Source: an optimization exercise on an open RTL-to-GDS flow (aim: small area). Production flows keep margins and buffers that such runs may drop.
In this exercise RTL edits were held to simulation tests only and were not proved equivalent to the original.
Power figures rest on the tool's default switching activity, not on a simulated workload.

**design.v**
```verilog
module slip_deframer (
    input  wire        clk,
    input  wire        rst,
    input  wire        rx_valid,
    input  wire [7:0]  rx_data,
    output wire        frame_done,    
    output wire        short_pkt,     
    output wire        short_val,     
    output wire [2:0]  pcls,          
    output reg  [7:0]  p2_n,          
    output reg  [31:0] value_n,       
    output wire        bad_esc,       
    output wire        ovf            
);
    reg [7:0] len;
    reg       esc;
    reg [2:0] cls;                    
    wire idle  = (len == 8'd0);
    wire is_c0 = (rx_data == 8'hC0);
    wire is_db = (rx_data == 8'hDB);
    wire is_dx = (rx_data[7:1] == 7'b1101_110);    
    wire in_frame = rx_valid && !idle && !esc;
    wire in_esc   = rx_valid && !idle && esc;
    wire do_end   = in_frame && is_c0 && (len != 8'd1);
    wire do_bad   = in_esc && !is_dx;
    wire do_app   = (rx_valid && idle && is_c0) ||
                    (in_frame && !is_db && !(is_c0 && len == 8'd1)) ||
                    (in_esc && is_dx);
    wire full     = len[7];
    wire store    = do_app && !full;
    wire [7:0] app_byte = esc ? {2'b11, 1'b0, rx_data[0], rx_data[0], 1'b0,
                                 rx_data[0], rx_data[0]} : rx_data;
    always @(posedge clk) begin
        if (rst || do_end || do_bad)
            len <= 8'd0;
        else if (store)
            len <= len + 8'd1;
    end
    always @(posedge clk) begin
        if (rx_valid)
            esc <= !idle && !esc && is_db;
    end
    wire [7:0] b = rx_data;
    wire op_like = !esc && b[7:4] == 4'h0 && !b[0] &&
                   (b[3:1] == 3'b100 || b[3:1] == 3'b101 || b[3:1] == 3'b001 || b[3:1] == 3'b010);
    wire [2:0] bcls = op_like ? {1'b0, !b[3], b[2] | (b[3] & b[1])} : 3'b100;
    always @(posedge clk) begin
        if (store && len == 8'd1)
            cls <= (!esc && b == 8'h01) ? 3'b100 : 3'b110;
        else if (store && len == 8'd2 && cls[2:1] != 2'b11)
            cls <= bcls;
        if (store && len == 8'd3)
            p2_n <= ~app_byte;
        if (store && len[7:4] == 4'd0 &&
            (len[3] ? len[2:0] == 3'd0 : (len[2] && len[1:0] != 2'd0)))
            value_n <= {~app_byte, value_n[31:8]};
    end
    assign frame_done = do_end;
    assign short_pkt  = (len < 8'd4) || (cls[2:1] == 2'b11);
    assign short_val  = (len < 8'd9);
    assign pcls       = cls;
    assign bad_esc    = do_bad;
    assign ovf        = do_app && full;
endmodule
module rom_req_tx (
    input  wire        clk,
    input  wire        rst,
    input  wire        start,
    input  wire [1:0]  kind,          
    input  wire [31:0] arg0,
    input  wire [31:0] arg1,
    output wire        busy,
    output wire        tx_valid,
    output reg  [7:0]  tx_data,
    input  wire        tx_ready
);
    reg [5:0] pos;
    reg       esc2;
    assign busy     = (pos != 6'd0);
    assign tx_valid = busy;
    wire k_sync = (kind == 2'd0);
    wire k_fb   = (kind == 2'd2);
    wire [1:0] sa = pos[1:0] - {1'b0, pos[2]};
    reg  [7:0] ma;
    always @(*) begin
        case (sa)
            2'd0: ma = arg0[31:24];
            2'd1: ma = arg0[23:16];
            2'd2: ma = arg0[15:8];
            default: ma = arg0[7:0];
        endcase
    end
    reg [1:0] ma2;
    always @(*) begin
        case (sa)
            2'd1: ma2 = arg0[25:24];
            2'd2: ma2 = arg0[17:16];
            default: ma2 = 2'd0;
        endcase
    end
    reg  [7:0] mb;
    always @(*) begin
        case (pos[1:0])
            2'd0: mb = arg1[31:24];
            2'd1: mb = arg1[23:16];
            2'd2: mb = arg1[15:8];
            default: mb = arg1[7:0];
        endcase
    end
    wire c3 = (arg0[9:0] != 10'd0);
    wire c2 = c3 & (&arg0[17:10]);
    wire c1 = c2 & (&arg0[25:18]);
    reg  cin;
    always @(*) begin
        case (sa)
            2'd0: cin = c1;
            2'd1: cin = c2;
            default: cin = c3;
        endcase
    end
    wire [7:0] nb = {ma2, ma[7:2]} + {7'd0, cin};
    wire hdr   = (pos[5:3] == 3'b001);
    wire pay   = (pos[5:4] == 2'b01);
    wire w0    = pay & (pos[3:2] == 2'd0);
    wire sel_a = w0 & (kind[1] ^ kind[0]);                   
    wire sel_n = pay & k_fb & (pos[3:2] == 2'd1) & (pos[1:0] != 2'd0);
    wire sel_b = pay & k_fb & (pos[3:2] == 2'd3);
    wire [7:0] dbyte = ({8{sel_a}} & ma) | ({8{sel_n}} & nb) | ({8{sel_b}} & mb);
    reg [7:0] cbyte;                                           
    always @(*) begin
        cbyte = 8'h00;
        if (pos[5:1] == 5'd3)                                  
            cbyte = 8'hC0;
        else if (hdr && pos[2:0] == 3'd1)
            cbyte = {4'h0, ~kind[1], kind[1] & kind[0], kind[1] ^ kind[0], 1'b0};
        else if (hdr && pos[2:0] == 3'd2)
            cbyte = k_sync ? 8'h24 : k_fb ? 8'h10 : 8'h04;
        else if (w0 && k_sync)
            cbyte = (pos[1:0] == 2'd0 || pos[1:0] == 2'd1) ? 8'h07 :
                    (pos[1:0] == 2'd2) ? 8'h12 : 8'h20;
        else if (k_sync && !hdr && !w0)
            cbyte = 8'h55;
        else if (pay && k_fb && pos[3:0] == 4'd10)
            cbyte = 8'h04;
    end
    wire [7:0] p       = dbyte | cbyte;
    wire       special = (dbyte == 8'hC0) || (dbyte == 8'hDB);
    wire last = k_sync ? (pos == 6'd51) : k_fb ? (pos == 6'd31) : (pos == 6'd19);
    always @(*) begin
        tx_data[7] = p[7];
        tx_data[6] = p[6];
        tx_data[5] = p[5];
        tx_data[4] = p[4] | special;
        tx_data[3] = p[3] | special;
        tx_data[2] = p[2] | esc2;
        tx_data[1] = (p[1] | special) & ~esc2;
        tx_data[0] = p[0] | (special & ~esc2);
    end
    always @(posedge clk) begin
        if (rst) begin
            pos <= 6'd0;
        end else if (start) begin
            pos <= 6'd7;
        end else if (busy && tx_ready) begin
            if (pos == 6'd6)
                pos <= 6'd0;
            else if (esc2 || !special) begin
                if (last)
                    pos <= 6'd6;
                else
                    pos <= pos + 6'd1;
            end
        end
    end
    always @(posedge clk) begin
        if (start)
            esc2 <= 1'b0;
        else if (busy && tx_ready)
            esc2 <= !esc2 && special;
    end
endmodule
module slip_rom_link (
    input  wire        clk,
    input  wire        rst,
    input  wire        req_valid,
    output wire        req_ready,
    input  wire [1:0]  req_kind,      
    input  wire [31:0] req_arg0,
    input  wire [31:0] req_arg1,
    input  wire        cancel,        
    output wire        tx_valid,
    output wire [7:0]  tx_data,
    input  wire        tx_ready,
    input  wire        rx_valid,
    input  wire [7:0]  rx_data,
    output reg         cpl_valid,
    output wire [4:0]  cpl_code,
    output wire [7:0]  cpl_op,
    output wire [7:0]  cpl_status,
    output wire [31:0] cpl_value,
    output reg  [3:0]  diag,
    input  wire        diag_clr
);
    reg        pend_await;
    reg [1:0]  kind;           
    reg [31:0] arg0, arg1;
    wire tx_busy;
    assign req_ready = !pend_await && !tx_busy;
    wire accept = req_valid && req_ready;
    always @(posedge clk) begin
        if (accept) begin
            kind <= req_kind;
            arg0 <= req_arg0;
            arg1 <= req_arg1;
        end
    end
    rom_req_tx u_tx (
        .clk      (clk),
        .rst      (rst),
        .start    (accept),
        .kind     (kind),
        .arg0     (arg0),
        .arg1     (arg1),
        .busy     (tx_busy),
        .tx_valid (tx_valid),
        .tx_data  (tx_data),
        .tx_ready (tx_ready)
    );
    assign cpl_op = {4'h0, ~kind[1], kind[1] & kind[0], kind[1] ^ kind[0], 1'b0};
    wire        frame_done, short_pkt, short_val, bad_esc, ovf;
    wire [2:0]  pcls;
    wire [7:0]  p2_n;
    wire [31:0] pvalue_n;
    slip_deframer u_rx (
        .clk        (clk),
        .rst        (rst),
        .rx_valid   (rx_valid),
        .rx_data    (rx_data),
        .frame_done (frame_done),
        .short_pkt  (short_pkt),
        .short_val  (short_val),
        .pcls       (pcls),
        .p2_n       (p2_n),
        .value_n    (pvalue_n),
        .bad_esc    (bad_esc),
        .ovf        (ovf)
    );
    wire match     = !pcls[2] && (pcls[1:0] == kind);
    wire is_read   = (kind == 2'd1);
    wire st_fail   = (p2_n != 8'hFF);
    wire good      = frame_done && !short_pkt && pend_await && match;
    wire set_proto = (frame_done && short_pkt) || (good && !st_fail && is_read && short_val);
    wire set_late  = frame_done && !short_pkt && !(pend_await && match);
    wire wire_fire = pend_await && (bad_esc || (frame_done && short_pkt) || good);
    wire c_fire    = wire_fire || (cancel && pend_await);
    wire ok        = good && !st_fail && !(is_read && short_val);
    reg cf, c1, c0;
    always @(posedge clk) begin
        cf <= !ok;
        c1 <= !wire_fire || bad_esc;
        c0 <= !wire_fire || (!bad_esc && set_proto);
    end
    assign cpl_code   = {cf, 2'b00, c1, c0};
    wire   st_hide    = ~(cf & ~c1 & ~c0);
    wire   val_hide   = ~(~cf & is_read);
    assign cpl_status = ~(p2_n | {8{st_hide}});
    assign cpl_value  = ~(pvalue_n | {32{val_hide}});
    always @(posedge clk) begin
        if (rst) begin
            pend_await <= 1'b0;
            cpl_valid  <= 1'b0;
            diag       <= 4'b0000;
        end else begin
            if (accept)
                pend_await <= 1'b1;
            else if (c_fire)
                pend_await <= 1'b0;
            cpl_valid <= c_fire;
            diag <= (diag & {4{~diag_clr}}) | {set_late, set_proto, bad_esc, ovf};
        end
    end
endmodule
```
**flow/run.sh**
```bash
#!/bin/bash
# Standard ORFS layout with two changes: the port buffers are the smallest
# buffer (buf_1) instead of the resizer's pick, and CTS uses small clock
# buffers without dummy loads. Synthesis is the standard one, unchanged.
set -euo pipefail
bash standard.sh synth > synth.log 2>&1
bash standard.sh \
  BUFFER_PORTS_ARGS="-buffer_cell sky130_fd_sc_hd__buf_1" \
  CTS_ARGS="-sink_clustering_enable -repair_clock_nets -dont_use_dummy_load -buf_list sky130_fd_sc_hd__clkbuf_4 -sink_clustering_size 12 -sink_clustering_max_diameter 50" \
  finish > layout.log 2>&1
```
**standard.sh**
```bash
#!/bin/bash
# synth_recipe.tcl (not shown) runs the flow's synth.tcl, then flattens the netlist and writes it again
# the make line also repeats each setting of config.mk as NAME=value (left out here)
make -C /OpenROAD-flow-scripts/flow DESIGN_CONFIG=/design/flow/config.mk WORK_HOME=/design/flow/orfs CLKGATE_MAP_FILE= SYNTH_SCRIPT=/design/flow/synth_recipe.tcl "${@:-finish}"
```
**config.mk**
```make
export PLATFORM = sky130hd
export DESIGN_NAME = slip_rom_link
export DESIGN_NICKNAME = slip_rom_link
export VERILOG_FILES = /design/flow/design.v
export SDC_FILE = /design/flow/constraint.sdc
export NUM_CORES = 4
export LEC_CHECK = 0
export CAP_MARGIN = 20
export CORE_MARGIN = 2
export CORE_UTILIZATION = 40
export PLACE_DENSITY = 0.6
export SLEW_MARGIN = 20
```
**constraint.sdc**
```tcl
create_clock -name core_clock -period 10.0 [get_ports {clk}]
set_input_delay 2.0000 -clock core_clock [delete_from_list [all_inputs] [get_ports {clk}]]
set_output_delay 2.0000 -clock core_clock [all_outputs]
set_load 0.01 [all_outputs]
```
==> results.json, run 1 <==
{
  "grt_pass1_vias": 4543,
  "cap_violations": 0,
  "yosysSeqAreaShare_pct": 58.68,
  "power_mw": 1.550,
  "htreeDepth": 4,
  "skew_ps": 38.81,
  "cpPeakStageDelay_ps": 670,
  "cts_hold_buf": 0,
  "avgSynthCellArea_sq_um": 11.31,
  "cts_resized": 0,
  "tns_ps": 0,
  "syn_inst": 570,
  "r2r_setup_slack_ps": 5020,
  "slew_headroom_pct": 34.51,
  "worstMarginPinSlew_ps": 981.4,
  "cp-startpoint": "u_tx.pos[2]$_SDFFE_PP0P_",
  "cts_tree": "built",
  "min_period_ps": 7229,
  "postCtsSetupBuffers": 0,
  "path_cells": "ha_1 > xnor2_1 > ha_1 > nor2_1 > o32a_1 > a31oi_1 > ha_1 > inv_1 > a211oi_1 > nand4_1 > xnor2_1 > a2111oi_0 > o2111ai_1 > nand3_1 > buf_1",
  "status": "complete, no violations",
  "row_count": 46,
  "min_from": "u_rx.value_n[17]$_DFFE_PP_",
  "synth-edff-count": 110,
  "drt_iter0_markers": 505,
  "fp.dieH_microns": 131.0,
  "grt_pass1_wl_mm": 23.05,
  "drive_above_1_share_pct": 4.435,
  "synth-main-ff-cell": "edfxtp_1",
  "numCtsBuffers": 17,
  "crit_type": "reg2out",
  "dieWidth_microns": 131.0,
  "clock_latency_ps": 520,
  "holdWs_ps": 427.5,
  "portBuffers": 141,
  "hold_viol_final": 0,
  "power_per_cell_area_nw_per_um2": 214.7,
  "dp.cells": 898,
  "syn2layout_area_growth_pct": 11.97,
  "crit_path_start_kind": "flop",
  "hold_path_end": "u_rx.value_n[9]$_DFFE_PP_",
  "crit_top_cell": "ha_1",
  "grt_usage_pct": 17.60,
  "rsz0062_at_grt": "false",
  "grt_max_degree": 67,
  "synth_area_sq_um": 6447,
  "layout.nets": 803,
  "finalWeightedCongestion": 0.9372,
  "cts.clk_slew.worst_paths_ps": 120,
  "drc": 0,
  "cp.arrival_ps": 5230,
  "total_leakage_power_nw": 2.458,
  "firstDrtPassIters": 5,
  "wire_per_inst_microns": 16.63,
  "overflow": 0,
  "fin_cells": 916,
  "ant_nets": 0,
  "synth_top_area_cell": "edfxtp_1",
  "vias": 4946,
  "r2r_start": "u_tx.pos[2]$_SDFFE_PP0P_",
  "floorplan.initialDensity_pct": 40.74,
  "antenna_found_initial": 1,
  "hold_class": "reg2reg",
  "dp_hpwl_mm": 11.08,
  "die-area_sq_um": 17150,
  "fillCellCount": 1561,
  "yosysWarnings": 3,
  "vdd_ir_drop_max_mv": 0.1120,
  "wirelength_mm": 15.23,
  "post-route-period-util_pct": 72.29,
  "hold_path_depth": 0,
  "cp.required_ps": 8000,
  "clockRootBuffer": "clkbuf_4",
  "worstRegToRegCells": 15,
  "endpoint_kind": "primary output",
  "cts_buffer_depth": 2,
  "reg2reg_to": "u_tx.pos[2]$_SDFFE_PP0P_",
  "synth.ff_latch_count": 134,
  "drv_slew": 0,
  "ys_types": 63,
  "ys_async_sr_fraction_pct": 0,
  "vias_per_cell": 5.400,
  "critPathMaxFanout": 14,
  "crit_path_top_delay_cell": "dfxtp_1",
  "io_pins": 149,
  "clock_sinks": 134,
  "fp.coreArea_sq_um": 15830,
  "timing.fmax_mhz": 138.3,
  "netlist_top_cells_area": "edfxtp_1 (51%), dfxtp_1 (7.5%), nor2_1 (4.5%), ha_1 (4.1%), a222oi_1 (2.5%)",
  "yosys.area.top_type_share_pct": 51.23,
  "setup_viol": 0
}
## state kept, by name (all words and copies together) (netlist names)
name          cells
arg0             32
u_rx.value_n     32
u_rx.cls          3
diag              4
u_tx.pos          6
u_rx.esc          1
kind              2
u_rx.len          8
arg1             32
c1                1
c0                1
cf                1
u_tx.esc2         1
u_rx.p2_n         8
cpl_valid         1
pend_await        1
## synthesized netlist by cell type, types with 5 or more instances
| cell type | number |
|---|---|
| ha_1 | 21 |
| nand3_1 | 17 |
| edfxtp_1 | 110 |
| xor2_1 | 6 |
| and3_1 | 10 |
| nand2_1 | 42 |
| a222oi_1 | 16 |
| buf_2 | 5 |
| nand2b_1 | 11 |
| inv_1 | 20 |
| a22oi_1 | 6 |
| mux2i_1 | 8 |
| buf_4 | 10 |
| or3_1 | 6 |
| nor2b_1 | 13 |
| nor3_1 | 5 |
| clkbuf_1 | 19 |
| nor4_1 | 9 |
| xnor2_1 | 7 |
| a31oi_1 | 5 |
| nor2_1 | 78 |
| or4_1 | 5 |
| dfxtp_1 | 24 |
| nand4_1 | 14 |
| a21oi_1 | 24 |
| o21ai_0 | 18 |
## cells by family after synthesis
| logic type | synth area share (%) |
|---|---|
| AO/OA/AOI/OAI | 11.90 |
| XOR/XNOR | 1.766 |
| adder cells (fa/ha/maj) | 4.075 |
| buffers and inverters | 4.289 |
| flip-flops | 58.68 |
| multiplexers | 1.417 |
| other | 0.05816 |
| AND/OR/NAND/NOR | 17.81 |
## worst max-delay path by stage
stage                            end  slack [ps]  depth (start not counted)
after floorplan           tx_data[1]        4200                         18
after global placement    tx_data[0]        3510                         16
after detailed placement  tx_data[0]        3390                         16
after CTS                 tx_data[0]        2840                         16
after global routing      tx_data[0]        2340                         15
final                     tx_data[0]        2770                         15
## layout make-up
cell class	count	area (sq um)	share of cell area [%]
inverters	21	78.83	1.092
multi-input cells	384	2412	33.41
well taps	216	270.3	3.744
clock buffers	17	127.6	1.768
diodes	1	2.502	0.03466
repair buffers	143	544.3	7.539
flip-flops and latches	134	3784	52.41
## layer usage
metal | global-route usage [%] | vias up | wire length [microns]
li1 | - | 2375 | -
met1 | 24.19 | 2334 | 6891
met2 | 26.76 | 219 | 7082
met3 | 5.293 | 18 | 1022
met4 | 5.695 | 0 | 233
met5 | 0 | - | 0
## through the flow
stage	utilization, %	area [sq um]	setup WS (ps)
after floorplan	-	6470	4196
after global placement	44.77	7087	3511
after detailed placement	44.77	7087	3387
after CTS	45.58	7214	2836
after global routing	45.61	7219	2336
final	45.61	7219	2771
## power by group
part | switching (mW) | internal, mW | total, mW
combinational | 0.370 | 0.191 | 0.561
sequential | 0.0513 | 0.703 | 0.754
clock | 0.158 | 0.0777 | 0.236
total | 0.579 | 0.971 | 1.55
## placed cells by master (no fill, tap or decap), drive strengths merged, types with 7 or more instances in the layout
master	count
buf	143
and3	10
mux2i	8
xnor2	7
conb	7
a222oi	16
nor2	78
nand2	42
edfxtp	110
nand2b	11
a21oi	25
nor2b	13
nand3	17
inv	21
ha	21
clkbuf	17
nand4	14
o21ai	18
nor4	9
dfxtp	24
## worst max-delay path: cells and delay by family, from the launching register on
family,cells,cell delay (ps)
AND/OR/NAND/NOR,3,560
AO/OA/AOI/OAI,5,2000
adder cells (fa/ha/maj),3,920
flip-flops,1,670
buffers and inverters,2,220
XOR/XNOR,2,360
==> run 2, diff against run 1 <==
--- a/flow/run.sh
+++ b/flow/run.sh
@@ -8,3 +8,3 @@
   BUFFER_PORTS_ARGS="-buffer_cell sky130_fd_sc_hd__buf_1" \
-  CTS_ARGS="-sink_clustering_enable -repair_clock_nets -dont_use_dummy_load -buf_list sky130_fd_sc_hd__clkbuf_4 -sink_clustering_size 12 -sink_clustering_max_diameter 50" \
+  CTS_ARGS="-sink_clustering_enable -repair_clock_nets -dont_use_dummy_load -buf_list sky130_fd_sc_hd__clkbuf_8 -sink_clustering_size 20 -sink_clustering_max_diameter 60" \
   finish > layout.log 2>&1
==> results.json, run 2 <==
{
  "crit_path_top_delay_cell": "dfxtp_1",
  "yosys.area_share.simple_pct": 17.81,
  "vdd_ir_drop_max_mv": 0.1134,
  "fp.coreArea_sq_um": 15830,
  "cts.clk_slew.worst_paths_ps": 70,
  "cts_resized": 0,
  "grt_pass1_wl_mm": 23.15,
  "clock_latency_ps": 440,
  "synthTopCellsByCount": "edfxtp_1 (110), nor2_1 (78), nand2_1 (42)",
  "netlist_top_cells_area": "edfxtp_1 (51%), dfxtp_1 (7.5%), nor2_1 (4.5%), ha_1 (4.1%), a222oi_1 (2.5%)",
  "p_sw_share_pct": 36.08,
  "cts_buffer_depth": 2,
  "grt_usage_pct": 17.76,
  "fp.dieH_microns": 131.0,
  "clockRootBuffer": "clkbuf_8",
  "floorplan.initialDensity_pct": 40.74,
  "synth_top_family_by_area": "simple AND/OR/NAND/NOR gates",
  "ys_types": 63,
  "crit_buf_inv": 2,
  "endpoint_kind": "primary output",
  "cap_violations": 0,
  "combPwrFrac_pct": 34.3,
  "ant_nets": 0,
  "portBuffers": 141,
  "crit_family": "compound AO/OA/AOI/OAI gates",
  "timing.fmax_mhz": 141.7,
  "htreeDepth": 4,
  "power_per_cell_area_nw_per_um2": 223.0,
  "crit_path_start_kind": "flop",
  "synth_area_sq_um": 6447,
  "cp.arrival_ps": 5060,
  "power.share.clock_pct": 19.5,
  "numCtsBuffers": 17,
  "hold_class": "reg2reg",
  "cts_tree": "built",
  "wire_per_inst_microns": 16.60,
  "synth-main-ff-cell": "edfxtp_1",
  "yosysWarnings": 3,
  "crit_type": "reg2out",
  "synth_top_area_cell": "edfxtp_1",
  "vias_per_cell": 5.370,
  "wirelength_mm": 15.19,
  "hold_viol_final": 0,
  "skew_ps": 23.19,
  "diodes": 0,
  "drc": 0,
  "drt_iter0_markers": 471,
  "syn_inst": 570,
  "reg_top3": "arg0: 32 flops, arg1: 32 flops, u_rx.value_n: 32 flops",
  "p_int_mw": 1.044,
  "finalWeightedCongestion": 0.9372,
  "die-area_sq_um": 17150,
  "crit_top_cell": "ha_1",
  "synth_compound_gate_area_share_pct": 11.90,
  "cp.required_ps": 8000,
  "status": "complete, no violations",
  "seqPwrFrac_pct": 46.3,
  "layout.nets": 803,
  "path_cells": "ha_1 > xnor2_1 > ha_1 > nor2_1 > o32a_1 > a31oi_1 > ha_1 > ha_1 > inv_1 > a211o_2 > nor4_1 > nor3b_2 > nor4_1 > o2111ai_1 > nand3_1 > buf_1",
  "row_count": 46,
  "worstMarginPinSlew_ps": 903.3,
  "overflow": 0,
  "synthMuxAreaShare_pct": 1.417,
  "dp_hpwl_mm": 11.08,
  "r2r_setup_slack_ps": 5120,
  "synth_xor_area_share_pct": 1.766,
  "io_pins": 149,
  "drv_slew": 0,
  "dieWidth_microns": 131.0,
  "rsz0062_at_grt": "false",
  "clock_sinks": 134,
  "critPathMaxFanout": 14,
  "yosys.area.top_type_share_pct": 51.23,
  "grt_max_degree": 67,
  "power_mw": 1.633,
  "yosysMostFrequentCell": "edfxtp_1",
  "firstDrtPassIters": 7,
  "avgSynthCellArea_sq_um": 11.31,
  "final_cell_mix": "buf_1 (141), edfxtp_1 (110), nor2_1 (78)",
  "synth.ff_latch_count": 134,
  "syn2layout_area_growth_pct": 13.58,
  "postCtsSetupBuffers": 0,
  "synth_adder_area_share_pct": 4.075,
  "slew_headroom_pct": 39.72,
  "ys_async_sr_fraction_pct": 0,
  "grt_pass1_vias": 4569,
  "min_period_ps": 7057,
  "cpPeakStageDelay_ps": 670,
  "post-route-period-util_pct": 70.57,
  "vias": 4914,
  "setup_viol": 0,
  "tns_ps": 0,
  "synth-edff-count": 110,
  "power.switching_uw": 589.3,
  "layout_commonest_cell": "buf_1",
  "drive_above_1_share_pct": 4.435,
  "yosysSeqAreaShare_pct": 58.68,
  "total_leakage_power_nw": 2.502,
  "antenna_found_initial": 0,
  "fillCellCount": 1547,
  "cts_hold_buf": 0
}
run 2: cell type report:
cell class / count / area, sq um / share of cell area [%]
Sequential cell: 134 / 3784 / 51.67
Multi-Input combinational cell: 384 / 2412 / 32.94
Timing Repair Buffer: 143 / 544.3 / 7.432
Tap cell: 216 / 270.3 / 3.690
Clock buffer: 17 / 234.0 / 3.195
Inverter: 21 / 78.83 / 1.076
run 2: cell families after synthesis:
group | Yosys count
AOI/OAI and AO/OA | 106
and+or+nand+nor | 228
DFF | 134
adders and majority gates | 21
buffers and inverters | 58
muxes | 9
other | 1
xor gates and xnor gates | 13
run 2: worst paths after layout:
path         cells after the start                       start                   endpoint
max reg2reg                     16    u_tx.pos[2]$_SDFFE_PP0P_   u_tx.pos[2]$_SDFFE_PP0P_
max                             16    u_tx.pos[2]$_SDFFE_PP0P_                 tx_data[0]
min reg2reg                      0  u_rx.value_n[17]$_DFFE_PP_  u_rx.value_n[9]$_DFFE_PP_
min                              0  u_rx.value_n[17]$_DFFE_PP_  u_rx.value_n[9]$_DFFE_PP_
run 2: layer usage:
metal,wire [microns],global-route usage (%)
met5,0,0
met3,979,4.805
met1,6896,24.32
met4,297,7.447
met2,7012,26.67
run 2: per-stage QoR:
| step | std cells | cell area, sq um | hold slack [ps] | util [%] | setup slack, ps |
|---|---|---|---|---|---|
| after detailed placement | 898 | 7087 | 433.6 | 44.77 | 3387 |
| final | 915 | 7323 | 434.0 | 46.27 | 2943 |
| after floorplan | 576 | 6470 | 427.2 | - | 4196 |
| after global placement | 898 | 7087 | 430.8 | 44.77 | 3511 |
| after global routing | 915 | 7323 | 455.2 | 46.27 | 2450 |
| after CTS | 915 | 7321 | 433.5 | 46.25 | 2936 |
run 2: power groups by stage:
stage | registers [mW] | logic, mW | clock network (mW)
2_1_floorplan | 0.746 | 0.425 | 0
3_3_place_gp | 0.764 | 0.550 | 0
3_5_place_dp | 0.765 | 0.555 | 0
4_1_cts | 0.755 | 0.557 | 0.331
5_1_grt | 0.763 | 0.618 | 0.350
6_report | 0.756 | 0.560 | 0.318
==> run 3, diff against run 2 <==
--- a/design.v
+++ b/design.v
@@ -82,41 +82,2 @@
     wire k_fb   = (kind == 2'd2);
-    wire [1:0] sa = pos[1:0] - {1'b0, pos[2]};
-    reg  [7:0] ma;
-    always @(*) begin
-        case (sa)
-            2'd0: ma = arg0[31:24];
-            2'd1: ma = arg0[23:16];
-            2'd2: ma = arg0[15:8];
-            default: ma = arg0[7:0];
-        endcase
-    end
-    reg [1:0] ma2;
-    always @(*) begin
-        case (sa)
-            2'd1: ma2 = arg0[25:24];
-            2'd2: ma2 = arg0[17:16];
-            default: ma2 = 2'd0;
-        endcase
-    end
-    reg  [7:0] mb;
-    always @(*) begin
-        case (pos[1:0])
-            2'd0: mb = arg1[31:24];
-            2'd1: mb = arg1[23:16];
-            2'd2: mb = arg1[15:8];
-            default: mb = arg1[7:0];
-        endcase
-    end
-    wire c3 = (arg0[9:0] != 10'd0);
-    wire c2 = c3 & (&arg0[17:10]);
-    wire c1 = c2 & (&arg0[25:18]);
-    reg  cin;
-    always @(*) begin
-        case (sa)
-            2'd0: cin = c1;
-            2'd1: cin = c2;
-            default: cin = c3;
-        endcase
-    end
-    wire [7:0] nb = {ma2, ma[7:2]} + {7'd0, cin};
     wire hdr   = (pos[5:3] == 3'b001);
@@ -125,5 +86,19 @@
     wire sel_a = w0 & (kind[1] ^ kind[0]);                   
-    wire sel_n = pay & k_fb & (pos[3:2] == 2'd1) & (pos[1:0] != 2'd0);
+    wire sel_n = pay & k_fb & (pos[3:2] == 2'd1);
     wire sel_b = pay & k_fb & (pos[3:2] == 2'd3);
-    wire [7:0] dbyte = ({8{sel_a}} & ma) | ({8{sel_n}} & nb) | ({8{sel_b}} & mb);
+    wire [3:0] bk = {pos[1:0] == 2'd3, pos[1:0] == 2'd2, pos[1:0] == 2'd1, pos[1:0] == 2'd0};
+    wire [3:0] sa = ({4{sel_a}} & bk) | ({4{sel_n}} & {1'b0, bk[3:1]});
+    wire [3:0] sb = {4{sel_b}} & bk;
+    wire [7:0] ma = ({8{sa[0]}} & arg0[31:24]) | ({8{sa[1]}} & arg0[23:16]) |
+                    ({8{sa[2]}} & arg0[15:8])  | ({8{sa[3]}} & arg0[7:0]);
+    wire [1:0] ma2 = ({2{sel_n & bk[2]}} & arg0[25:24]) | ({2{sel_n & bk[3]}} & arg0[17:16]);
+    wire [7:0] mb = ({8{sb[0]}} & arg1[31:24]) | ({8{sb[1]}} & arg1[23:16]) |
+                    ({8{sb[2]}} & arg1[15:8])  | ({8{sb[3]}} & arg1[7:0]);
+    wire c3  = (arg0[9:0] != 10'd0);
+    wire c2  = c3 & (&arg0[17:10]);
+    wire c1  = c2 & (&arg0[25:18]);
+    wire cin = sel_n & ((bk[1] & c1) | (bk[2] & c2) | (bk[3] & c3));
+    wire [7:0] nin = sel_n ? {ma2, ma[7:2]} : ma;
+    wire [7:0] nb  = nin + {7'd0, cin};
+    wire [7:0] dbyte = nb | mb;
     reg [7:0] cbyte;                                           
==> flow/run.sh (replaced) <==
#!/bin/bash
set -euo pipefail
here=$PWD
rm -rf "$here/scripts_area"
mkdir -p "$here/scripts_area"
cp -r "$FLOW_HOME"/scripts/. "$here/scripts_area/"
cp "$here/flow/abc.script" "$here/scripts_area/abc_speed.script"
cp "$here/flow/abc.script" "$here/scripts_area/abc_area.script"
bash standard.sh SCRIPTS_DIR="$here/scripts_area" ADDER_MAP_FILE= synth > synth.log 2>&1
bash standard.sh \
  BUFFER_PORTS_ARGS="-buffer_cell sky130_fd_sc_hd__buf_1" \
  CTS_ARGS="-sink_clustering_enable -repair_clock_nets -dont_use_dummy_load -buf_list sky130_fd_sc_hd__clkbuf_8 -sink_clustering_size 40 -sink_clustering_max_diameter 300" \
  finish > layout.log 2>&1
==> flow/abc.script (new file) <==
strash
&get -n
&fraig -x
&put
dc2
strash
&get -n
&dch -f
&nf -R 10
&put
==> results.json, run 3 <==
{
  "overflow": 0,
  "netlist_top_cells_area": "edfxtp_1 (57%), dfxtp_1 (8.3%), nor2_1 (4.8%), o21ai_0 (2.9%), nand2_1 (2.8%)",
  "grt_usage_pct": 18.32,
  "slew_headroom_pct": 39.26,
  "synth-main-ff-cell": "edfxtp_1",
  "multiInputGateArea_sq_um": 1919,
  "synthTopCellsByCount": "edfxtp_1 (110), nor2_1 (74), nand2_1 (43)",
  "cts_buffer_depth": 2,
  "clock_latency_ps": 450,
  "endpoint": "tx_data[0]",
  "setup_viol": 0,
  "cts_tree": "built",
  "cts.clk_slew.worst_paths_ps": 60,
  "drt_iter0_markers": 443,
  "power_mw": 1.260,
  "synth-edff-count": 110,
  "hold_viol_final": 0,
  "skew_ps": 25.00,
  "reg_top3": "arg0: 32 flops, arg1: 32 flops, u_rx.value_n: 32 flops",
  "grt_max_degree": 73,
  "drc": 0,
  "wirelength_mm": 14.04,
  "layout.nets": 745,
  "synth.ff_latch_count": 134,
  "timing.fmax_mhz": 143.7,
  "avgSynthCellArea_sq_um": 11.51,
  "fp.dieH_microns": 124.3,
  "setup_ws_ps": 3041,
  "yosys.area.top_type_share_pct": 57.06,
  "die-area_sq_um": 15450,
  "r2r_start": "u_tx.pos[2]$_SDFFE_PP0P_",
  "cts_resized": 0,
  "fp.coreArea_sq_um": 13990,
  "yosysMostFrequentCell": "edfxtp_1",
  "dieWidth_microns": 124.3,
  "dp_hpwl_mm": 10.34,
  "post-route-period-util_pct": 69.59,
  "synth_top_area_cell": "edfxtp_1",
  "rsz0062_at_grt": "false",
  "total_leakage_power_nw": 2.184,
  "syn_inst": 503,
  "antenna_found_initial": 0,
  "critPathMaxFanout": 12,
  "portBuffers": 141,
  "reg2reg_to": "u_tx.pos[5]$_SDFFE_PP0P_",
  "syn2layout_area_growth_pct": 17.01,
  "floorplan.initialDensity_pct": 41.39,
  "cap_violations": 0,
  "clock_sinks": 134,
  "yosysWarnings": 3,
  "ys_async_sr_fraction_pct": 0,
  "htreeDepth": 4,
  "vias": 4537,
  "row_count": 43,
  "vdd_ir_drop_max_mv": 0.09047,
  "worstMarginPinSlew_ps": 904.2,
  "final_util_pct": 48.43,
  "min_period_ps": 6959,
  "worstRegToRegCells": 15,
  "drv_slew": 0,
  "cp.arrival_ps": 4960,
  "grt_pass1_wl_mm": 22.38,
  "cts_hold_buf": 0,
  "crit_path_start_kind": "flop",
  "place_ws_ps": 3549,
  "firstDrtPassIters": 6,
  "hold_path_depth": 0,
  "synth_area_sq_um": 5789,
  "drive_above_1_share_pct": 3.625,
  "hold_class": "reg2reg",
  "vias_per_cell": 5.388,
  "io_pins": 149,
  "seq_area_sq_um": 3784,
  "r2r_setup_slack_ps": 4870,
  "yosysSeqAreaShare_pct": 65.36,
  "postCtsSetupBuffers": 0,
  "holdWs_ps": 444.5,
  "crit_type": "reg2out",
  "cp-startpoint": "u_tx.pos[2]$_SDFFE_PP0P_",
  "diodes": 0,
  "finalWeightedCongestion": 0.9026,
  "grt_pass1_vias": 4403,
  "ys_types": 42,
  "final_cell_mix": "buf_1 (141), edfxtp_1 (110), nor2_1 (73)",
  "fillCellCount": 1331,
  "cp.required_ps": 8000,
  "layout_commonest_cell": "buf_1",
  "ant_nets": 0,
  "power_per_cell_area_nw_per_um2": 186.0,
  "wire_per_inst_microns": 16.67,
  "endpoint_kind": "primary output",
  "numCtsBuffers": 17,
  "clockRootBuffer": "clkbuf_8",
  "status": "complete, no violations",
  "tns_ps": 0
}
[run 3: cell count changes in the layout (fill, tap and decap cells not counted), moves of 8 or more]
cell,before,now
a222oi_1,16,8
inv_1,19,0
nor2b_1,13,3
clkinv_1,0,10
ha_1,21,0
o21ai_0,18,34
nor3_1,5,24
[run 3: cells by family after synthesis]
| group | Yosys count | synth area share (%) |
|---|---|---|
| AND/OR/NAND/NOR | 233 | 19.75 |
| other | 1 | 0.06477 |
| multiplexers | 4 | 0.7132 |
| XOR/XNOR | 10 | 1.513 |
| buffers and inverters | 20 | 1.945 |
| AO/OA/AOI/OAI | 101 | 10.65 |
| flip-flops | 134 | 65.36 |
[run 3: area by class of cell]
| cell class | instances | share of cell area (%) |
|---|---|---|
| clock buffer | 17 | 3.454 |
| multi-input combinational | 355 | 28.33 |
| sequential | 134 | 55.86 |
| timing repair buffer | 146 | 8.478 |
| inverter | 10 | 0.5541 |
| tap | 180 | 3.325 |
[run 3: worst max-delay path, cell delays in order (launching register included)]
cell      delay (ps)
dfxtp_1          410
or4b_1           660
nor3_1           780
nand2_1          140
nand4_1          190
or4b_1           510
nor3_1           410
nand3_1          220
xnor2_1          190
and3_1           200
nand4_1           80
nand4b_1         310
o211ai_1         250
buf_1            180
[run 3: worst min-delay path by stage]
stage	end	slack, ps	startpoint
floorplan	u_rx.value_n[0]$_DFFE_PP_	430	u_rx.value_n[8]$_DFFE_PP_
global placement	u_rx.value_n[5]$_DFFE_PP_	430	u_rx.value_n[13]$_DFFE_PP_
detailed placement	u_rx.value_n[19]$_DFFE_PP_	430	u_rx.value_n[27]$_DFFE_PP_
CTS	u_rx.value_n[19]$_DFFE_PP_	450	u_rx.value_n[27]$_DFFE_PP_
global route	u_rx.value_n[10]$_DFFE_PP_	460	u_rx.value_n[18]$_DFFE_PP_
finish	u_rx.value_n[17]$_DFFE_PP_	440	u_rx.value_n[25]$_DFFE_PP_
[run 3: metrics by stage]
step	instance area, sq um	std cells
floorplan	5812	509
global placement	6518	823
detailed placement	6540	825
CTS	6774	842
global route	6774	842
finish	6774	842
[run 3: routing by layer]
metal | GRT usage (%) | vias up | part of all wire, %
met5 | 0 | - | 0
met4 | 8.130 | 0 | 2.4
met3 | 5.241 | 24 | 6.3
met2 | 27.39 | 185 | 44
met1 | 24.87 | 2126 | 47
li1 | - | 2202 | -
[run 3: power breakdown]
part	internal [mW]	switching (mW)
logic	0.0539	0.132
clock network	0.149	0.169
registers	0.703	0.0526
==> run 4, diff against run 3 <==
--- a/flow/run.sh
+++ b/flow/run.sh
@@ -11,3 +11,3 @@
   BUFFER_PORTS_ARGS="-buffer_cell sky130_fd_sc_hd__buf_1" \
-  CTS_ARGS="-sink_clustering_enable -repair_clock_nets -dont_use_dummy_load -buf_list sky130_fd_sc_hd__clkbuf_8 -sink_clustering_size 40 -sink_clustering_max_diameter 300" \
+  CTS_ARGS="-sink_clustering_enable -repair_clock_nets -dont_use_dummy_load -buf_list sky130_fd_sc_hd__clkbuf_4 -sink_clustering_size 12 -sink_clustering_max_diameter 50" \
   finish > layout.log 2>&1
==> results.json, run 4 <==
{
  "min_from": "u_rx.value_n[25]$_DFFE_PP_",
  "finalWeightedCongestion": 0.9026,
  "grt_pass1_vias": 4413,
  "r2r_start": "u_tx.pos[2]$_SDFFE_PP0P_",
  "vias": 4508,
  "drc": 0,
  "clock_sinks": 134,
  "status": "complete, no violations",
  "die-area_sq_um": 15450,
  "cap_violations": 0,
  "seq_area_sq_um": 3784,
  "htreeDepth": 4,
  "syn2layout_area_growth_pct": 15.22,
  "power_per_cell_area_nw_per_um2": 176.8,
  "numCtsBuffers": 17,
  "final_cell_mix": "buf_1 (141), edfxtp_1 (110), nor2_1 (73)",
  "power.share.clock_pct": 20.3,
  "drt_iter0_markers": 444,
  "synth-main-ff-cell": "edfxtp_1",
  "ys_types": 42,
  "fp.coreArea_sq_um": 13990,
  "clockRootBuffer": "clkbuf_4",
  "dieWidth_microns": 124.3,
  "fin_cells": 843,
  "hold_class": "reg2reg",
  "post-route-period-util_pct": 70.76,
  "multiInputGateArea_sq_um": 1919,
  "seqPwrFrac_pct": 64.0,
  "min_period_ps": 7076,
  "wirelength_mm": 14.02,
  "yosysWarnings": 3,
  "antenna_found_initial": 1,
  "grt_max_degree": 73,
  "cp.arrival_ps": 5080,
  "reg_top3": "arg0: 32 flops, arg1: 32 flops, u_rx.value_n: 32 flops",
  "synth_area_sq_um": 5789,
  "grt_pass1_wl_mm": 22.36,
  "r2r_setup_slack_ps": 4900,
  "combPwrFrac_pct": 15.8,
  "timing.fmax_mhz": 141.3,
  "crit_path_start_kind": "flop",
  "synth-edff-count": 110,
  "floorplan.initialDensity_pct": 41.39,
  "layout_commonest_cell": "buf_1",
  "endpoint_kind": "primary output",
  "place_ws_ps": 3549,
  "drive_above_1_share_pct": 3.625,
  "clock_latency_ps": 560,
  "power.switching_uw": 345.6,
  "p_sw_share_pct": 29.31,
  "cts_buffer_depth": 2,
  "dp_hpwl_mm": 10.34,
  "tns_ps": 0,
  "ant_nets": 0,
  "syn_inst": 503,
  "cp-startpoint": "u_tx.pos[2]$_SDFFE_PP0P_",
  "fp.dieH_microns": 124.3,
  "cp.required_ps": 8000,
  "p_int_uw": 833.4,
  "wire_per_inst_microns": 16.63,
  "dp.cells": 825,
  "cts_hold_buf": 0,
  "grt_usage_pct": 18.33,
  "firstDrtPassIters": 6,
  "overflow": 0,
  "cts_tree": "built",
  "critPathMaxFanout": 12,
  "final_util_pct": 47.68,
  "hold_viol_final": 0,
  "postCtsSetupBuffers": 0,
  "synth.ff_latch_count": 134,
  "synth_top_area_cell": "edfxtp_1",
  "skew_ps": 40.44,
  "avgSynthCellArea_sq_um": 11.51,
  "cts.clk_slew.worst_paths_ps": 90,
  "yosysSeqAreaShare_pct": 65.36,
  "vdd_ir_drop_max_mv": 0.09222,
  "ys_async_sr_fraction_pct": 0,
  "portBuffers": 141,
  "yosysMostFrequentCell": "edfxtp_1",
  "io_pins": 149,
  "rsz0062_at_grt": "false",
  "crit_type": "reg2out",
  "worstMarginPinSlew_ps": 892.8,
  "cts_resized": 0,
  "power_mw": 1.179,
  "synthTopCellsByCount": "edfxtp_1 (110), nor2_1 (74), nand2_1 (43)",
  "netlist_top_cells_area": "edfxtp_1 (57%), dfxtp_1 (8.3%), nor2_1 (4.8%), o21ai_0 (2.9%), nand2_1 (2.8%)",
  "vias_per_cell": 5.348,
  "fillCellCount": 1353,
  "setup_ws_ps": 2924,
  "slew_headroom_pct": 40.48,
  "setup_viol": 0,
  "layout.nets": 745,
  "total_leakage_power_nw": 2.140,
  "drv_slew": 0,
  "row_count": 43,
  "yosys.area.top_type_share_pct": 57.06
}
run 4: cell counts after synthesis:
No cell type changed its count.
run 4: routing by layer:
metal / vias to the layer above / track usage [%] / part of all wire [%]
met5: - / 0 / 0
met4: 0 / 7.931 / 2.6
met3: 26 / 5.584 / 6.2
met2: 177 / 27.26 / 44
met1: 2095 / 24.89 / 47
li1: 2210 / - / -
run 4: path summary, 6_finish.rpt:
check / end / depth (start not counted)
max: tx_data[0] / 13
min reg2reg: u_rx.value_n[17]$_DFFE_PP_ / 0
max reg2reg: u_tx.pos[5]$_SDFFE_PP0P_ / 15
min: u_rx.value_n[17]$_DFFE_PP_ / 0
run 4: power by group through the flow:
stage	Clock, mW	Combinational (mW)	Sequential, mW
2_1_floorplan	0	0.123	0.755
3_3_place_gp	0	0.183	0.766
3_5_place_dp	0	0.185	0.767
4_1_cts	0.249	0.187	0.754
5_1_grt	0.271	0.209	0.765
6_report	0.239	0.186	0.754
run 4: kinds of logic (layout without fill, tap and decap cells):
logic type,Yosys count,after routing,synth area share [%]
AO/OA/AOI/OAI,101,101,10.65
XOR/XNOR,10,10,1.513
flip-flops,134,134,65.36
multiplexers,4,4,0.7132
other,1,8,0.06477
buffers and inverters,20,173,1.945
AND/OR/NAND/NOR,233,233,19.75
run 4: critical path, stage by stage, from the launching register on:
cell      delay [ps]
dfxtp_1          420
or4b_1           660
nor3_1           760
nand2_1          140
nand4_1          190
or4b_1           510
nor3_1           410
nand3_1          220
xnor2_1          190
and3_1           210
nand4_1           90
nand4b_1         300
o211ai_1         260
buf_1            180
run 4: metrics by stage:
step	hold WS [ps]	area (sq um)
2_1_floorplan	427.2	5812
3_3_place_gp	433.6	6518
3_5_place_dp	434.6	6540
4_1_cts	454.7	6668
5_1_grt	451.5	6670
6_report	445.5	6670
run 4: cell type report:
cell class	instances	share of cell area, %
flip-flops and latches	134	56.72
multi-input cells	355	28.78
repair buffers	146	8.610
well taps	180	3.376
clock buffers	17	1.913
inverters	10	0.5627
diodes	1	0.03752
==> run 5, diff against run 4 <==
--- a/design.v
+++ b/design.v
@@ -89,3 +89,4 @@
     wire [3:0] bk = {pos[1:0] == 2'd3, pos[1:0] == 2'd2, pos[1:0] == 2'd1, pos[1:0] == 2'd0};
-    wire [3:0] sa = ({4{sel_a}} & bk) | ({4{sel_n}} & {1'b0, bk[3:1]});
+    wire [3:0] sa = {4{sel_a}} & bk;
+    wire [3:0] sn = {4{sel_n}} & bk;
     wire [3:0] sb = {4{sel_b}} & bk;
@@ -93,3 +94,4 @@
                     ({8{sa[2]}} & arg0[15:8])  | ({8{sa[3]}} & arg0[7:0]);
-    wire [1:0] ma2 = ({2{sel_n & bk[2]}} & arg0[25:24]) | ({2{sel_n & bk[3]}} & arg0[17:16]);
+    wire [7:0] mn = ({8{sn[1]}} & {2'b00, arg0[31:26]}) | ({8{sn[2]}} & arg0[25:18]) |
+                    ({8{sn[3]}} & arg0[17:10]);
     wire [7:0] mb = ({8{sb[0]}} & arg1[31:24]) | ({8{sb[1]}} & arg1[23:16]) |
@@ -99,5 +101,4 @@
     wire c1  = c2 & (&arg0[25:18]);
-    wire cin = sel_n & ((bk[1] & c1) | (bk[2] & c2) | (bk[3] & c3));
-    wire [7:0] nin = sel_n ? {ma2, ma[7:2]} : ma;
-    wire [7:0] nb  = nin + {7'd0, cin};
+    wire cin = (sn[1] & c1) | (sn[2] & c2) | (sn[3] & c3);
+    wire [7:0] nb  = (ma | mn) + {7'd0, cin};
     wire [7:0] dbyte = nb | mb;
==> flow/abc.script (replaced) <==
strash
&get -n
&fraig -x
&put
dc2
strash
&get -n
&dch -f
&nf -R 1000
&put
--- a/config.mk
+++ b/config.mk
@@ -7,3 +7,3 @@
 export LEC_CHECK = 0
-export CAP_MARGIN = 20
+export CAP_MARGIN = 0
 export CORE_MARGIN = 2
@@ -11,2 +11,2 @@
 export PLACE_DENSITY = 0.6
-export SLEW_MARGIN = 20
+export SLEW_MARGIN = 0
==> results.json, run 5 <==
{
  "p_int_uw": 830.7,
  "timing.fmax_mhz": 134.6,
  "postCtsSetupBuffers": 0,
  "cap_violations": 0,
  "final_cell_mix": "buf_1 (141), edfxtp_1 (110), nor2_1 (87)",
  "synth_area_sq_um": 5723,
  "power_per_cell_area_nw_per_um2": 179.1,
  "post-route-period-util_pct": 74.29,
  "vias": 4502,
  "ys_types": 43,
  "vias_per_cell": 5.470,
  "wirelength_mm": 14.44,
  "yosys.area.top_type_share_pct": 57.72,
  "use_met1_pct": 26.06,
  "crit_type": "reg2out",
  "clockRootBuffer": "clkbuf_4",
  "cp.arrival_ps": 5430,
  "path_cells": "clkinv_1 > nor2_1 > or2_0 > nand3_1 > nor2_1 > a222oi_1 > and3_1 > nand2b_1 > nor2b_1 > nor2b_1 > nand2b_1 > nor2_1 > xnor2_1 > a221o_1 > a221oi_1 > nand3_1 > or3_1 > or2_0 > nand3_1 > buf_1",
  "netlist_top_cells_area": "edfxtp_1 (58%), dfxtp_1 (8.4%), nor2_1 (5.8%), a222oi_1 (2.8%), nand2_1 (2.3%)",
  "yosysWarnings": 3,
  "cp-startpoint": "kind[1]$_DFFE_PP_",
  "skew_ps": 28.15,
  "power.switching_uw": 349.4,
  "drt_iter0_markers": 413,
  "die-area_sq_um": 15280,
  "synth.ff_latch_count": 134,
  "drc": 0,
  "crit_path_start_kind": "flop",
  "p_sw_share_pct": 29.61,
  "cts_tree": "built",
  "crit_buf_inv": 2,
  "synthTopCellsByCount": "edfxtp_1 (110), nor2_1 (88), nand2_1 (35)",
  "row_count": 43,
  "cts_hold_buf": 0,
  "layout.nets": 725,
  "grt_usage_pct": 19.47,
  "min_period_ps": 7429,
  "portBuffers": 141,
  "clock_latency_ps": 530,
  "numCtsBuffers": 17,
  "synth-edff-count": 110,
  "place_ws_ps": 3171,
  "endpoint_kind": "primary output",
  "ant_nets": 0,
  "seqPwrFrac_pct": 64.5,
  "finalWeightedCongestion": 0.9079,
  "hold_path_depth": 0,
  "holdWs_ps": 457.0,
  "hold_class": "reg2reg",
  "tns_ps": 0,
  "overflow": 0,
  "avgSynthCellArea_sq_um": 11.82,
  "firstDrtPassIters": 5,
  "grt_max_degree": 70,
  "setup_ws_ps": 2571,
  "synth-main-ff-cell": "edfxtp_1",
  "grt_use_met2_pct": 30.05,
  "cp.depth": 20,
  "grt_use_met3_pct": 5.723,
  "dieWidth_microns": 123.6,
  "floorplan.initialDensity_pct": 41.07,
  "drv_slew": 0,
  "slew_headroom_pct": 24.02,
  "r2r_start": "kind[1]$_DFFE_PP_",
  "dp_hpwl_mm": 10.79,
  "syn2layout_area_growth_pct": 15.13,
  "drive_above_1_share_pct": 3.583,
  "io_pins": 149,
  "wire_per_inst_microns": 17.54,
  "cp.required_ps": 8000,
  "crit_family": "simple AND/OR/NAND/NOR gates",
  "cpPeakStageDelay_ps": 550,
  "total_leakage_power_nw": 2.090,
  "hold_viol_final": 0,
  "reg_top3": "arg0: 32 flops, arg1: 32 flops, u_rx.value_n: 32 flops",
  "yosysMostFrequentCell": "edfxtp_1",
  "power_mw": 1.180,
  "crit_path_top_delay_cell": "edfxtp_1",
  "cts.clk_slew.worst_paths_ps": 90,
  "grt_pass1_vias": 4277,
  "grt_most_used_layer": "met2",
  "status": "complete, no violations",
  "syn_inst": 484,
  "setup_viol": 0,
  "worstRegToRegCells": 22,
  "yosysSeqAreaShare_pct": 66.11,
  "grt_pass1_wl_mm": 22.00,
  "min_from": "u_rx.value_n[12]$_DFFE_PP_",
  "worstMarginPinSlew_ps": 1140,
  "fp.coreArea_sq_um": 13930,
  "synth_top_area_cell": "edfxtp_1",
  "cts_resized": 0,
  "combPwrFrac_pct": 15.4,
  "critPathMaxFanout": 10,
  "layout_commonest_cell": "buf_1",
  "fillCellCount": 1318,
  "ys_async_sr_fraction_pct": 0,
  "power.share.clock_pct": 20.1,
  "antenna_found_initial": 1,
  "vdd_ir_drop_max_mv": 0.2138,
  "clock_sinks": 134,
  "rsz0062_at_grt": "false",
  "htreeDepth": 4,
  "fp.dieH_microns": 123.6,
  "cts_buffer_depth": 2
}
-- run 5: cell count changes in the layout (fill, tap and decap cells not counted), moves of 4 or more --
| cell | delta |
|---|---|
| o21ai_0 | -18 |
| nor2_1 | +14 |
| a22oi_1 | +11 |
| a222oi_1 | +8 |
| nand2_1 | -8 |
| a21oi_1 | -7 |
| nand4_1 | -6 |
| nor2b_1 | +4 |
-- run 5: logic make-up (layout without fill, tap and decap cells) --
logic type	after synthesis	count (layout)	share of synthesized area (%)
simple gates	233	233	19.68
flops	134	134	66.11
compound gates	89	89	10.91
buf+inv	18	170	1.836
xor+xnor	8	8	1.224
other cells	1	8	0.06553
mux	1	1	0.1749
-- run 5: cell type report --
type	instances	area, sq um	share of cell area (%)
antenna	1	2.502	0.03798
clock buffer	17	127.6	1.937
inverter	8	30.03	0.4558
multi-input combinational	338	1861	28.24
sequential	134	3784	57.43
tap	180	225.2	3.418
timing repair buffer	145	559.3	8.488
-- run 5: final timing paths --
path	to	slack [ps]
worst min-delay path	u_rx.value_n[4]$_DFFE_PP_	460
worst min register to register	u_rx.value_n[4]$_DFFE_PP_	460
worst max register to register	u_tx.pos[0]$_SDFFE_PP0P_	4370
worst max-delay path	tx_data[0]	2570
-- run 5: layer usage --
layer / part of all wire, % / up-vias
li1: - / 2150
met1: 44 / 2166
met2: 47 / 171
met3: 6.9 / 15
met4: 1.5 / 0
met5: 0 / -
-- run 5: power by group through the flow --
stage | clock network [mW] | logic, mW | registers (mW)
6_report | 0.237 | 0.182 | 0.761
4_1_cts | 0.249 | 0.183 | 0.760
2_1_floorplan | 0 | 0.117 | 0.757
3_3_place_gp | 0 | 0.180 | 0.775
3_5_place_dp | 0 | 0.182 | 0.773
5_1_grt | 0.274 | 0.204 | 0.771
-- run 5: worst reg2reg max path: stages (launching register included) --
cell	delay, ps
edfxtp_1	550
clkinv_1	190
nor2_1	250
or2_0	230
nand3_1	200
nor2_1	530
a222oi_1	180
and3_1	220
nand2b_1	160
nor2b_1	210
nor2b_1	220
nand2b_1	130
nor2_1	130
xnor2_1	90
a221o_1	250
a221oi_1	310
nand3_1	120
or3_1	430
or2_0	250
and3_1	260
or2_0	340
o21a_1	160
nor3_1	150
-- run 5: stage by stage --
stage,instances,utilization (%),cell area [sq um]
final,823,47.28,6589
after CTS,822,47.27,6586
after detailed placement,805,46.35,6459
after floorplan,490,-,5746
after global routing,823,47.28,6589
after global placement,805,46.35,6459
==> run 6, diff against run 5 <==
--- a/config.mk
+++ b/config.mk
@@ -7,3 +7,3 @@
 export LEC_CHECK = 0
-export CAP_MARGIN = 0
+export CAP_MARGIN = 20
 export CORE_MARGIN = 2
@@ -11,2 +11,2 @@
 export PLACE_DENSITY = 0.6
-export SLEW_MARGIN = 0
+export SLEW_MARGIN = 20
==> results.json, run 6 <==
{
  "status": "complete, no violations",
  "cts_hold_buf": 0,
  "cts_buffer_depth": 2,
  "clockRootBuffer": "clkbuf_4",
  "place_ws_ps": 3171,
  "htreeDepth": 4,
  "cts.clk_slew.worst_paths_ps": 90,
  "path_cells": "clkinv_1 > nor2_1 > or2_0 > nand3_1 > nor2_1 > a222oi_1 > and3_1 > nand2b_1 > nor2b_1 > nor2b_1 > nand2b_1 > nor2_1 > xnor2_1 > a221o_1 > a221oi_1 > nand3_1 > or3_1 > or2_0 > nand3_1 > buf_1",
  "setup_viol": 0,
  "clock_latency_ps": 530,
  "final_cell_mix": "buf_1 (141), edfxtp_1 (110), nor2_1 (87)",
  "cts_tree": "built",
  "grt_usage_pct": 19.47,
  "cpPeakStageDelay_ps": 560,
  "min_period_ps": 7435,
  "cap_violations": 0,
  "power_per_cell_area_nw_per_um2": 179.2,
  "vias": 4486,
  "postCtsSetupBuffers": 0,
  "layout_commonest_cell": "buf_1",
  "rsz0062_at_grt": "false",
  "row_count": 43,
  "clock_sinks": 134,
  "post-route-period-util_pct": 74.35,
  "skew_ps": 28.51,
  "synth_area_sq_um": 5723,
  "avgSynthCellArea_sq_um": 11.82,
  "floorplan.initialDensity_pct": 41.07,
  "synthTopCellsByCount": "edfxtp_1 (110), nor2_1 (88), nand2_1 (35)",
  "yosysWarnings": 3,
  "yosysSeqAreaShare_pct": 66.11,
  "layout.nets": 725,
  "hold_viol_final": 0,
  "power_mw": 1.181,
  "crit_path_top_delay_cell": "edfxtp_1",
  "fp.dieH_microns": 123.6,
  "vdd_ir_drop_max_mv": 0.2141,
  "synth_top_area_cell": "edfxtp_1",
  "total_leakage_power_nw": 2.091,
  "portBuffers": 141,
  "antenna_found_initial": 1,
  "tns_ps": 0,
  "netlist_top_cells_area": "edfxtp_1 (58%), dfxtp_1 (8.4%), nor2_1 (5.8%), a222oi_1 (2.8%), nand2_1 (2.3%)",
  "yosys.area.top_type_share_pct": 57.72,
  "drive_above_1_share_pct": 3.738,
  "yosysMostFrequentCell": "edfxtp_1",
  "placed_cell_area_sq_um": 6459,
  "cts_resized": 0,
  "synth-edff-count": 110,
  "io_pins": 149,
  "crit_type": "reg2out",
  "dieWidth_microns": 123.6,
  "worstMarginPinSlew_ps": 855.4,
  "syn_inst": 484,
  "syn2layout_area_growth_pct": 15.17,
  "ys_types": 43,
  "finalWeightedCongestion": 0.9079,
  "fp.coreArea_sq_um": 13930,
  "grt_max_degree": 70,
  "grt_pass1_wl_mm": 22.00,
  "slew_headroom_pct": 42.97,
  "firstDrtPassIters": 5,
  "wirelength_mm": 14.38,
  "dp_hpwl_mm": 10.79,
  "synth-main-ff-cell": "edfxtp_1",
  "die-area_sq_um": 15280,
  "numCtsBuffers": 17,
  "endpoint_kind": "primary output",
  "critPathMaxFanout": 10,
  "ant_nets": 0,
  "hold_class": "reg2reg",
  "fillCellCount": 1317,
  "vias_per_cell": 5.451,
  "drc": 0,
  "timing.fmax_mhz": 134.5,
  "ys_async_sr_fraction_pct": 0,
  "drv_slew": 0,
  "overflow": 0,
  "cp.arrival_ps": 5440,
  "setup_ws_ps": 2565,
  "reg_top3": "arg0: 32 flops, arg1: 32 flops, u_rx.value_n: 32 flops",
  "grt_pass1_vias": 4277,
  "multiInputGateArea_sq_um": 1863,
  "drt_iter0_markers": 451,
  "seq_area_sq_um": 3784,
  "wire_per_inst_microns": 17.47,
  "crit_path_start_kind": "flop",
  "cp.required_ps": 8000,
  "design_area_sq_um": 6591,
  "synth.ff_latch_count": 134,
  "holdWs_ps": 453.1
}
## run 6: cell counts after synthesis
Identical to the previous run, type by type.
## run 6: power by group
group          internal [mW]  switching [mW]  leakage [nW]
registers              0.703          0.0591          1.20
clock network         0.0775           0.161        0.0782
logic                 0.0506           0.130         0.809
## run 6: final cells by class
cell class | count | share of cell area (%)
Tap cell | 180 | 3.417
Timing Repair Buffer | 145 | 8.485
Clock buffer | 17 | 1.936
Antenna cell | 1 | 0.03797
Sequential cell | 134 | 57.40
Inverter | 8 | 0.4556
Multi-Input combinational cell | 338 | 28.27
## run 6: final timing paths
check	startpoint	end	slack, ps	depth (start not counted)
setup / recovery	kind[1]$_DFFE_PP_	tx_data[0]	2560	20
hold reg to reg	u_rx.value_n[12]$_DFFE_PP_	u_rx.value_n[4]$_DFFE_PP_	450	0
hold / removal	u_rx.value_n[12]$_DFFE_PP_	u_rx.value_n[4]$_DFFE_PP_	450	0
setup reg to reg	kind[1]$_DFFE_PP_	u_tx.pos[0]$_SDFFE_PP0P_	4380	22
## run 6: per-layer routing
metal	wire (microns)	vias to the layer above	track usage, %
met5	0	-	0
li1	-	2147	-
met2	6819	177	30.05
met3	1023	18	5.723
met4	215	0	7.244
met1	6323	2144	26.06
## run 6: worst max-delay path: cells and delay by family (launching register included)
family,cells,cell delay (ps)
AND/OR/NAND/NOR,14,3180
AO/OA/AOI/OAI,3,730
flip-flops,1,560
buffers and inverters,2,340
XOR/XNOR,1,90
## run 6: cell families (layout without fill, tap and decap cells)
family	Yosys count	after routing	synth area share, %
AO/OA/AOI/OAI	89	89	10.91
XOR/XNOR	8	8	1.224
buffers and inverters	18	170	1.836
flip-flops	134	134	66.11
multiplexers	1	1	0.1749
other	1	8	0.06553
AND/OR/NAND/NOR	233	233	19.68
## run 6: stage by stage
stage               util [%]  cells
global route           47.30    823
finish                 47.30    823
detailed placement     46.35    805
floorplan                  -    490
CTS                    47.27    822
global placement       46.35    805
==> run 7, diff against run 6 <==
--- a/design.v
+++ b/design.v
@@ -53,4 +53,3 @@
             p2_n <= ~app_byte;
-        if (store && len[7:4] == 4'd0 &&
-            (len[3] ? len[2:0] == 3'd0 : (len[2] && len[1:0] != 2'd0)))
+        if (store && len < 8'd9)
             value_n <= {~app_byte, value_n[31:8]};
@@ -78,3 +77,3 @@
     reg       esc2;
-    assign busy     = (pos != 6'd0);
+    assign busy     = (pos != 6'd6);
     assign tx_valid = busy;
@@ -104,2 +103,3 @@
     wire [7:0] dbyte = nb | mb;
+    wire close = k_sync ? (pos == 6'd52) : k_fb ? (pos == 6'd32) : (pos == 6'd20);
     reg [7:0] cbyte;                                           
@@ -107,3 +107,3 @@
         cbyte = 8'h00;
-        if (pos[5:1] == 5'd3)                                  
+        if (pos == 6'd7 || close)                              
             cbyte = 8'hC0;
@@ -123,3 +123,2 @@
     wire       special = (dbyte == 8'hC0) || (dbyte == 8'hDB);
-    wire last = k_sync ? (pos == 6'd51) : k_fb ? (pos == 6'd31) : (pos == 6'd19);
     always @(*) begin
@@ -135,16 +134,6 @@
     always @(posedge clk) begin
-        if (rst) begin
-            pos <= 6'd0;
-        end else if (start) begin
-            pos <= 6'd7;
-        end else if (busy && tx_ready) begin
-            if (pos == 6'd6)
-                pos <= 6'd0;
-            else if (esc2 || !special) begin
-                if (last)
-                    pos <= 6'd6;
-                else
-                    pos <= pos + 6'd1;
-            end
-        end
+        if (rst || (tx_ready && close))
+            pos <= 6'd6;
+        else if (start || (busy && tx_ready && (esc2 || !special)))
+            pos <= pos + 6'd1;
     end
==> results.json, run 7 <==
{
  "cp.arrival_ps": 5010,
  "clock_sinks": 134,
  "hold_class": "reg2reg",
  "dp.cells": 794,
  "worstRegToRegCells": 22,
  "hold_viol_final": 0,
  "cts_tree": "built",
  "timing.fmax_mhz": 142.7,
  "portBuffers": 141,
  "floorplan.initialDensity_pct": 40.93,
  "clock_latency_ps": 540,
  "layout_commonest_cell": "buf_1",
  "die-area_sq_um": 15120,
  "fillCellCount": 1347,
  "vias": 4367,
  "synth_top_area_cell": "edfxtp_1",
  "multiInputGateArea_sq_um": 1813,
  "r2r_setup_slack_ps": 4670,
  "post-route-period-util_pct": 70.05,
  "drc": 0,
  "cts_buffer_depth": 2,
  "cp.required_ps": 8000,
  "drv_slew": 0,
  "cts_hold_buf": 0,
  "crit_path_start_kind": "flop",
  "fp.coreArea_sq_um": 13830,
  "final_util_pct": 47.18,
  "row_count": 43,
  "netlist_top_cells_area": "edfxtp_1 (58%), dfxtp_1 (8.5%), nor2_1 (5.6%), a222oi_1 (3.2%), nand2_1 (2.6%)",
  "io_pins": 149,
  "firstDrtPassIters": 9,
  "dieWidth_microns": 122.9,
  "slew_headroom_pct": 41.13,
  "endpoint_kind": "primary output",
  "power_per_cell_area_nw_per_um2": 184.9,
  "yosysMostFrequentCell": "edfxtp_1",
  "fin_cells": 811,
  "yosysSeqAreaShare_pct": 66.86,
  "synth-edff-count": 110,
  "layout.nets": 714,
  "holdWs_ps": 421.1,
  "setup_viol": 0,
  "grt_max_degree": 67,
  "tns_ps": 0,
  "worstMarginPinSlew_ps": 876.3,
  "syn_inst": 473,
  "yosysWarnings": 3,
  "min_period_ps": 7005,
  "synth-main-ff-cell": "edfxtp_1",
  "grt_usage_pct": 18.87,
  "skew_ps": 38.71,
  "critPathMaxFanout": 8,
  "dp_hpwl_mm": 10.53,
  "ys_types": 42,
  "cts_resized": 0,
  "rsz0062_at_grt": "false",
  "htreeDepth": 4,
  "synthTopCellsByCount": "edfxtp_1 (110), nor2_1 (84), nand2_1 (39)",
  "drt_iter0_markers": 444,
  "diodes": 0,
  "antenna_found_initial": 0,
  "fp.dieH_microns": 122.9,
  "ys_async_sr_fraction_pct": 0,
  "wirelength_mm": 14.06,
  "grt_pass1_vias": 4032,
  "reg_top3": "arg0: 32 flops, arg1: 32 flops, u_rx.value_n: 32 flops",
  "syn2layout_area_growth_pct": 15.28,
  "cap_violations": 0,
  "avgSynthCellArea_sq_um": 11.96,
  "drive_above_1_share_pct": 3.645,
  "placed_cell_area_sq_um": 6396,
  "ant_nets": 0,
  "design_area_sq_um": 6524,
  "vdd_ir_drop_max_mv": 0.07773,
  "postCtsSetupBuffers": 0,
  "synth.ff_latch_count": 134,
  "final_cell_mix": "buf_1 (141), edfxtp_1 (110), nor2_1 (84)",
  "crit_type": "reg2out",
  "finalWeightedCongestion": 0.9152,
  "status": "complete, no violations",
  "wire_per_inst_microns": 17.33,
  "seq_area_sq_um": 3784,
  "vias_per_cell": 5.385,
  "grt_pass1_wl_mm": 21.13,
  "clockRootBuffer": "clkbuf_4",
  "hold_path_depth": 0,
  "total_leakage_power_nw": 2.128,
  "yosys.area.top_type_share_pct": 58.37,
  "synth_area_sq_um": 5659,
  "numCtsBuffers": 17,
  "cts.clk_slew.worst_paths_ps": 100,
  "overflow": 0
}
==> run 7: cell count changes after synthesis, sizes merged, moves of 4 or more <==
cell and delta:
a21oi +5, clkinv -4, nor2 -4, nand3b +4, nand2 +4, nand3 -4
a22oi -4
==> run 7: kinds of logic after synthesis <==
group | count (synthesis) | share of synthesized area, %
AO/OA/AOI/OAI | 88 | 10.68
XOR/XNOR | 7 | 1.083
buffers and inverters | 14 | 1.592
flip-flops | 134 | 66.86
other | 1 | 0.06626
AND/OR/NAND/NOR | 229 | 19.72
==> run 7: final cells by class <==
| type | count | share of cell area (%) |
|---|---|---|
| clock buffers | 17 | 1.956 |
| inverters | 4 | 0.2301 |
| multi-input cells | 331 | 27.79 |
| flip-flops and latches | 134 | 58.00 |
| well taps | 180 | 3.452 |
| repair buffers | 145 | 8.573 |
==> run 7: stage by stage <==
| stage | power [mW] | setup slack, ps |
|---|---|---|
| global placement | 0.9818 | 3782 |
| finish | 1.206 | 2995 |
| global route | 1.267 | 2481 |
| detailed placement | 0.9855 | 3550 |
| floorplan | 0.8927 | 4352 |
| CTS | 1.221 | 2941 |
==> run 7: final timing paths <==
path / start / endpoint
hold / removal: u_rx.value_n[17]$_DFFE_PP_ / u_rx.value_n[9]$_DFFE_PP_
setup / recovery: kind[0]$_DFFE_PP_ / tx_data[1]
hold reg to reg: u_rx.value_n[17]$_DFFE_PP_ / u_rx.value_n[9]$_DFFE_PP_
setup reg to reg: kind[0]$_DFFE_PP_ / u_tx.pos[5]$_SDFFE_PP0P_
==> run 7: report_power, final <==
part | total (mW) | switching, mW | internal (mW)
sequential | 0.782 | 0.0637 | 0.718
clock | 0.237 | 0.159 | 0.0775
combinational | 0.188 | 0.134 | 0.0535
total | 1.21 | 0.357 | 0.849
==> run 7: worst max-delay path, cell delays in order (launching register included) <==
cell	delay, ps
edfxtp_1	500
nand2b_1	260
nand2_1	160
nand2_1	120
nor3_1	700
a22oi_1	240
a31oi_1	300
nand2b_1	100
or2_0	240
nor2_1	170
o31ai_1	140
nand2b_1	170
a21oi_1	200
nand3_1	110
nand3_1	110
nor2_1	50
or3_1	430
a31oi_1	280
buf_1	190
==> run 7: layer usage <==
layer  track usage [%]  share of wire [%]
met4             7.256                2.0
met3             5.766                6.0
met2             28.52                 47
met5                 0                  0
met1             25.54                 45

[port drivers added, routing unchanged]
Ports are ideal in the flow. The routed layouts listed here were re-timed in OpenROAD. Step 1: set_driving_cell puts a clkbuf_16 on clk and a buf_2 on each other input, an assumption about the parent block. Step 2 times the ports against the registers' clock, not the clock port: input delays grow and output delays shrink by t, the midpoint of the rising clock arrivals with the driver on. a / b / c = ideal ports / drivers / drivers and shift; a / b = the first two.
run	t, ns	setup slack, ns	slew at the worst register clock pin (ns)
run 1	0.538	2.771 / 2.736 / 3.275	0.12 / 0.12
run 2	0.459	2.943 / 2.907 / 3.366	0.07 / 0.07
run 3	0.471	3.041 / 3.003 / 3.473	0.08 / 0.08
run 4	0.578	2.924 / 2.884 / 3.462	0.12 / 0.12
run 5	0.553	2.571 / 2.536 / 3.089	0.11 / 0.11
run 6	0.556	2.565 / 2.529 / 3.085	0.12 / 0.12
run 7	0.554	2.995 / 2.961 / 3.516	0.12 / 0.12
After both steps every run listed still meets setup and hold.
